Background: an optimization exercise with open tools, aiming at small area, a short achievable clock period and few clock cycles per item. Do not read the settings as production practice.
The RTL was checked by simulation tests, not by an equivalence proof against the original design.
Power and IR drop assume default switching activity.

## gsm7_alpha
module gsm7_alpha (
    input  wire        clk,
    input  wire        rst,           
    input  wire        cmd_valid,
    output wire        cmd_ready,
    input  wire [2:0]  cmd_op,
    input  wire [15:0] cmd_len,
    input  wire        in_valid,
    output wire        in_ready,
    input  wire [31:0] in_data,
    output reg         out_valid,
    input  wire        out_ready,
    output wire [20:0] out_data,
    output reg         res_valid,
    input  wire        res_ready,
    output wire [7:0]  res_err,
    output wire [15:0] res_count
);
Size: about 780 cells after synthesis, about 71 flip-flops, about 5300 µm² of cells after synthesis.
Settings: LEC_CHECK=0, ABC_AREA=1, CAP_MARGIN=20, CORE_MARGIN=2, CORE_UTILIZATION=40, CTS_BUF_LIST=sky130_fd_sc_hd__clkbuf_8, CTS_CLUSTER_SIZE=40, SETUP_SLACK_MARGIN=5, SLEW_MARGIN=20; clock period 8.0 ns.
standard.sh (not shown) runs the stock make flow with config.mk's settings and CLKGATE_MAP_FILE= SYNTH_SCRIPT=/design/flow/synth_recipe.tcl, a recipe that flattens the netlist after the stock synthesis.
==> flow/flow/run.sh <==
#!/bin/bash
# The standard layout (standard.sh), with plain buf_1 cells as the port buffers
# instead of the default choice (repair_timing resizes them where timing needs it).
set -euo pipefail
bash standard.sh BUFFER_PORTS_ARGS="-buffer_cell sky130_fd_sc_hd__buf_1" SETUP_SLACK_MARGIN=4.7 finish > standard.log 2>&1
Testbench counts at the start, summed over its fixed seeds: cycles 38,358, items 35,725.
Rerun with:
--- a/flow/flow/run.sh
+++ b/flow/flow/run.sh
@@ -5 +5 @@
-bash standard.sh BUFFER_PORTS_ARGS="-buffer_cell sky130_fd_sc_hd__buf_1" SETUP_SLACK_MARGIN=4.7 finish > standard.log 2>&1
+bash standard.sh BUFFER_PORTS_ARGS="-buffer_cell sky130_fd_sc_hd__buf_1" finish > standard.log 2>&1
- CTS_CLUSTER_DIAMETER: unset -> 300
- CTS_CLUSTER_SIZE: 40 -> 80
Non-clock buffer count rises by 7.
Setup slack gains 0.20 ns.
First-iteration DRC count goes down by 8.2%.
Rerun with:
--- a/flow/flow/run.sh
+++ b/flow/flow/run.sh
@@ -5 +5 @@
-bash standard.sh BUFFER_PORTS_ARGS="-buffer_cell sky130_fd_sc_hd__buf_1" finish > standard.log 2>&1
+bash standard.sh BUFFER_PORTS_ARGS="-buffer_cell sky130_fd_sc_hd__buf_1" SETUP_SLACK_MARGIN=5.25 finish > standard.log 2>&1
- CTS_CLUSTER_DIAMETER: 300 -> unset
- CTS_CLUSTER_SIZE: 80 -> 40
The changed run completed with no timing, DRC or antenna violations.
Register-to-register slack loses 0.03 ns.
Total power is higher by a few percent.
Combinational power grows by about a fifth.
Wire length came out higher by a little under a tenth.
Worst setup slack gets worse by 0.031 ns.
First-iteration DRC count grows by a quarter to a third.
Clock power fell by roughly a tenth.
Clock-buffer cell count went up by 2.
Sequential cell count does not change.
Utilization is higher by 4.7 points.
Cell count rises by a few percent.
Rerun with:
--- a/flow/flow/run.sh
+++ b/flow/flow/run.sh
@@ -5 +5 @@
-bash standard.sh BUFFER_PORTS_ARGS="-buffer_cell sky130_fd_sc_hd__buf_1" SETUP_SLACK_MARGIN=5.25 finish > standard.log 2>&1
+bash standard.sh BUFFER_PORTS_ARGS="-buffer_cell sky130_fd_sc_hd__buf_1" finish > standard.log 2>&1
- CORE_UTILIZATION: 40 -> 65
- PLACE_DENSITY: unset -> 0.8
What happened:
- hold slack degrades by 0.0084 ns
- power falls by 4.0%
- via count climbs by 4.3%
- flip-flop and latch count stays the same
- synthesized area does not change
- final cell count goes down by 8.8%
- non-clock buffer count is lower by 26

* * *

Another version of the RTL of gsm7_alpha (not shown whole).
For scale: roughly 110 I/O pins, ~0.0059 mm2 of cells after synthesis.
==> flow/design.v (excerpt) <==
module gsm7_alpha (
    input  wire        clk,
    input  wire        rst,           
    input  wire        cmd_valid,
    output wire        cmd_ready,
    input  wire [2:0]  cmd_op,
    input  wire [15:0] cmd_len,
    input  wire        in_valid,
    output wire        in_ready,
    input  wire [31:0] in_data,
    output reg         out_valid,
    input  wire        out_ready,
    output wire [20:0] out_data,
    output reg         res_valid,
    input  wire        res_ready,
    output wire [7:0]  res_err,
    output wire [15:0] res_count
);
clock: 8.0 ns
lec_check: 0
abc_area: 1
cap_margin: 20
core_margin: 2
core_utilization: 40
cts_buf_list: sky130_fd_sc_hd__clkbuf_8
cts_cluster_size: 40
setup_slack_margin: 5
slew_margin: 20
run.sh (not shown) runs the stock make flow with config.mk's settings and CLKGATE_MAP_FILE= SYNTH_SCRIPT=/design/flow/synth_recipe.tcl, a recipe that flattens the netlist after the stock synthesis.
Stock flow here: none of the scripts above is used.
Testbench counts at the start, summed over its fixed seeds: cycles 38,358, items 35,725.
==> next run, changes <==
==> flow/flow/run.sh (new file) <==
#!/bin/bash
# The standard layout (standard.sh), with plain buf_1 cells as the port buffers
# instead of the default choice (repair_timing resizes them where timing needs it).
set -euo pipefail
bash standard.sh BUFFER_PORTS_ARGS="-buffer_cell sky130_fd_sc_hd__buf_1" finish > standard.log 2>&1
==> flow/standard.sh (new file) <==
#!/bin/bash
# synth_recipe.tcl (not shown) runs the flow's synth.tcl, then flattens the netlist and writes it again
# the make line also repeats each setting of config.mk as NAME=value (left out here)
make -C /OpenROAD-flow-scripts/flow DESIGN_CONFIG=/design/flow/config.mk WORK_HOME=/design/flow/orfs CLKGATE_MAP_FILE= SYNTH_SCRIPT=/design/flow/synth_recipe.tcl "${@:-finish}"
Settings changed: CTS_BUF_LIST sky130_fd_sc_hd__clkbuf_8 to default, CTS_CLUSTER_SIZE 40 to default.
removed: flow/run.sh
Sequential share of layout area grows by 1.9 points.
Cell area shrinks by 7.3%.
Cell count is about the same.
Total power grows by about 6%.
First-iteration DRC count grows by 40%.
Setup slack degrades by 0.046 ns.
Core utilization shrinks by 4.0 points.
Global-route usage shrinks by 0.97 points.

re-timing with driven ports:
No port has a modelled driver above. Below, the same layouts with a new extraction and two added sets of constraints.
Step 1 (the two cells are an assumption about what drives the block):
set clk [get_ports {clk}]
set_driving_cell -lib_cell sky130_fd_sc_hd__clkbuf_16 $clk
set_driving_cell -lib_cell sky130_fd_sc_hd__buf_2 [delete_from_list [all_inputs] $clk]
Step 2 adds t to the input delays and takes it off the output delays; t is the mean of the earliest and latest rising clock arrival at the registers after step 1. Input paths then give back, and output paths get back, about the clock's delay inside the block.
Slacks: no drivers / after step 1 / after step 2; pairs: no drivers / after step 1.
run	t (ns)	setup slack, ns	latest minus earliest clock arrival (ns)	slew at the worst register clock pin (ns)
the first run of note 1	0.389	4.939 / 4.939 / 4.662	0.019 / 0.019	0.09 / 0.09
the second run of note 1	0.388	5.144 / 5.144 / 4.786	0.020 / 0.020	0.09 / 0.09
the third run of note 1	0.382	5.113 / 5.113 / 4.913	0.013 / 0.013	0.08 / 0.08
the fourth run of note 1	0.393	4.998 / 4.998 / 4.739	0.013 / 0.012	0.09 / 0.09
the first run of note 2	0.394	5.025 / 5.025 / 4.660	0.016 / 0.015	0.09 / 0.09
the second run of note 2	0.386	4.979 / 4.979 / 4.860	0.010 / 0.010	0.06 / 0.06
After both steps setup and hold are still met in every run listed. For the first run of note 2, which loses most, drivers alone change the setup slack by 0.000 ns; drivers and shift together by -0.365 ns.
